Source: an optimization exercise on an open RTL-to-GDS flow (aim: small area, a short achievable clock period and few clock cycles per item). Production flows keep margins and buffers that such runs may drop. In this exercise RTL edits were held to simulation tests only and were not proved equivalent to the original. Power and IR drop assume default switching activity.

// bodega_tx
module bodega_tx (
    input  wire        clk,
    input  wire        rst,
    input  wire        req_valid,
    input  wire [31:0] req_word,
    output wire        req_ready,
    input  wire [11:0] rd_addr,
    output reg  [15:0] rd_data
);
Settings: LEC_CHECK=0, CAP_MARGIN=20, CORE_MARGIN=2, CORE_UTILIZATION=40, SETUP_SLACK_MARGIN=4.7, SLEW_MARGIN=20; clock period 12.0 ns.
standard.sh (not shown) runs the stock make flow with config.mk's settings and CLKGATE_MAP_FILE= SYNTH_SCRIPT=/design/flow/synth_recipe.tcl, a recipe that flattens the netlist after the stock synthesis.
==> flow/flow/run.sh <==
#!/bin/bash
# Own layout flow: the standard flow (standard.sh) with two changes,
#  - the port buffers are plain buf_2 cells (the default choice here is a
#    delay cell, clkdlybuf4s50_1, that timing repair cannot resize away),
#  - clock tree synthesis inserts no dummy loads.
# Synthesis is the standard one, run unchanged. Each step's full output
# goes to a log file in the work folder.
set -euo pipefail
bash standard.sh synth > flow_synth.log 2>&1
bash standard.sh \
  "BUFFER_PORTS_ARGS=-buffer_cell sky130_fd_sc_hd__buf_2" \
  "CTS_ARGS=-sink_clustering_enable -repair_clock_nets -dont_use_dummy_load -sink_clustering_size 30 -sink_clustering_max_diameter 80" \
  finish > flow_layout.log 2>&1
Testbench counts at the start, summed over its fixed seeds: cycles 3,588, frames 918.
Then changed:
CORE_UTILIZATION = 60   (was 40)
SETUP_SLACK_MARGIN = 5   (was 4.7)
The new run completed without violations. Global-route usage went up by 14 points. Non-clock buffer count went up by 30. Worst hold slack gains 0.017 ns. Critical path depth went down by 2. Setup slack gains 0.25 ns. Sequential power stays flat. Design area went up slightly. Total power went down slightly. Final cell count went down by roughly a tenth.
Then changed:
==> flow/run.sh (new file) <==
#!/bin/bash
# synth_recipe.tcl (not shown) runs the flow's synth.tcl, then flattens the netlist and writes it again
# the make line also repeats each setting of config.mk as NAME=value (left out here)
make -C /OpenROAD-flow-scripts/flow DESIGN_CONFIG=/design/flow/config.mk WORK_HOME=/design/flow/orfs CLKGATE_MAP_FILE= SYNTH_SCRIPT=/design/flow/synth_recipe.tcl finish
ABC_CLOCK_PERIOD_IN_PS = 7000   (was not set)
CORE_UTILIZATION = 40   (was 60)
removed: flow/flow/run.sh
removed: flow/standard.sh
What happened:
- The new run produced a clean layout
- cell count came out higher by about a fifth
- flip-flop and latch count stays the same
- register-to-register slack gains 0.15 ns
- setup slack got worse by 0.15 ns
- total power grows by about a fifth
- cell area climbs by roughly a tenth
Then changed:
==> flow/flow/run.sh (new file) <==
#!/bin/bash
# Own layout flow: the standard flow (standard.sh) with two changes,
#  - the port buffers are plain buf_2 cells (the default choice here is a
#    delay cell, clkdlybuf4s50_1, that timing repair cannot resize away),
#  - clock tree synthesis inserts no dummy loads.
# Synthesis is the standard one, run unchanged. Each step's full output
# goes to a log file in the work folder.
set -euo pipefail
bash standard.sh synth > flow_synth.log 2>&1
bash standard.sh \
  "BUFFER_PORTS_ARGS=-buffer_cell sky130_fd_sc_hd__buf_2" \
  "CTS_ARGS=-sink_clustering_enable -repair_clock_nets -dont_use_dummy_load -sink_clustering_size 30 -sink_clustering_max_diameter 80" \
  finish > flow_layout.log 2>&1
==> flow/standard.sh (new file) <==
#!/bin/bash
# synth_recipe.tcl (not shown) runs the flow's synth.tcl, then flattens the netlist and writes it again
# the make line also repeats each setting of config.mk as NAME=value (left out here)
make -C /OpenROAD-flow-scripts/flow DESIGN_CONFIG=/design/flow/config.mk WORK_HOME=/design/flow/orfs CLKGATE_MAP_FILE= SYNTH_SCRIPT=/design/flow/synth_recipe.tcl "${@:-finish}"
ABC_CLOCK_PERIOD_IN_PS = not set   (was 7000)
CAP_MARGIN = 0   (was 20)
PLACE_DENSITY = 0.75   (was not set)
SLEW_MARGIN = 0   (was 20)
removed: flow/run.sh
=> The new run finished but failed the layout checks on capacitance limit, slew limit; sequential share of layout area increases by 4.5 points; setup slack gains 0.18 ns; wire length goes down by 13%; final area came out lower by 8.9%; power falls by 14%; clock skew increases by 0.095 ns; combinational power goes down by about 5%; synthesized cell count stays the same.

-- separate check: timing with driven ports --
In the flow no input, the clock included, has a driving cell. The finished layouts below were timed again as built, in two steps. Step 1 assumes that a clkbuf_16 drives the clock port and a buf_2 every other input. Step 2 times the ports against the registers' clock, not the clock port: input delays grow and output delays shrink by t, the midpoint of the rising clock arrivals with the driver on. Three values: ideal ports, drivers, drivers and shift; two values: the first two.
run	t (ns)	slack for setup (ns)	worst setup path at the end	clock arrival spread, ns	worst slew at a driven data input, ns
the first run	0.635	4.676 / 4.637 / 4.419	input to register	0.073 / 0.073	0.05
the second run	0.612	4.930 / 4.886 / 4.649	input to register	0.062 / 0.062	0.07
the third run	0.659	4.779 / 4.738 / 4.657	input to register	0.015 / 0.015	0.07
the fourth run	0.623	4.964 / 4.797 / 4.528	input to register	0.115 / 0.114	0.26
The setup slack of the fourth run, which loses most, moves by -0.167 ns with the drivers and by -0.436 ns with both steps.
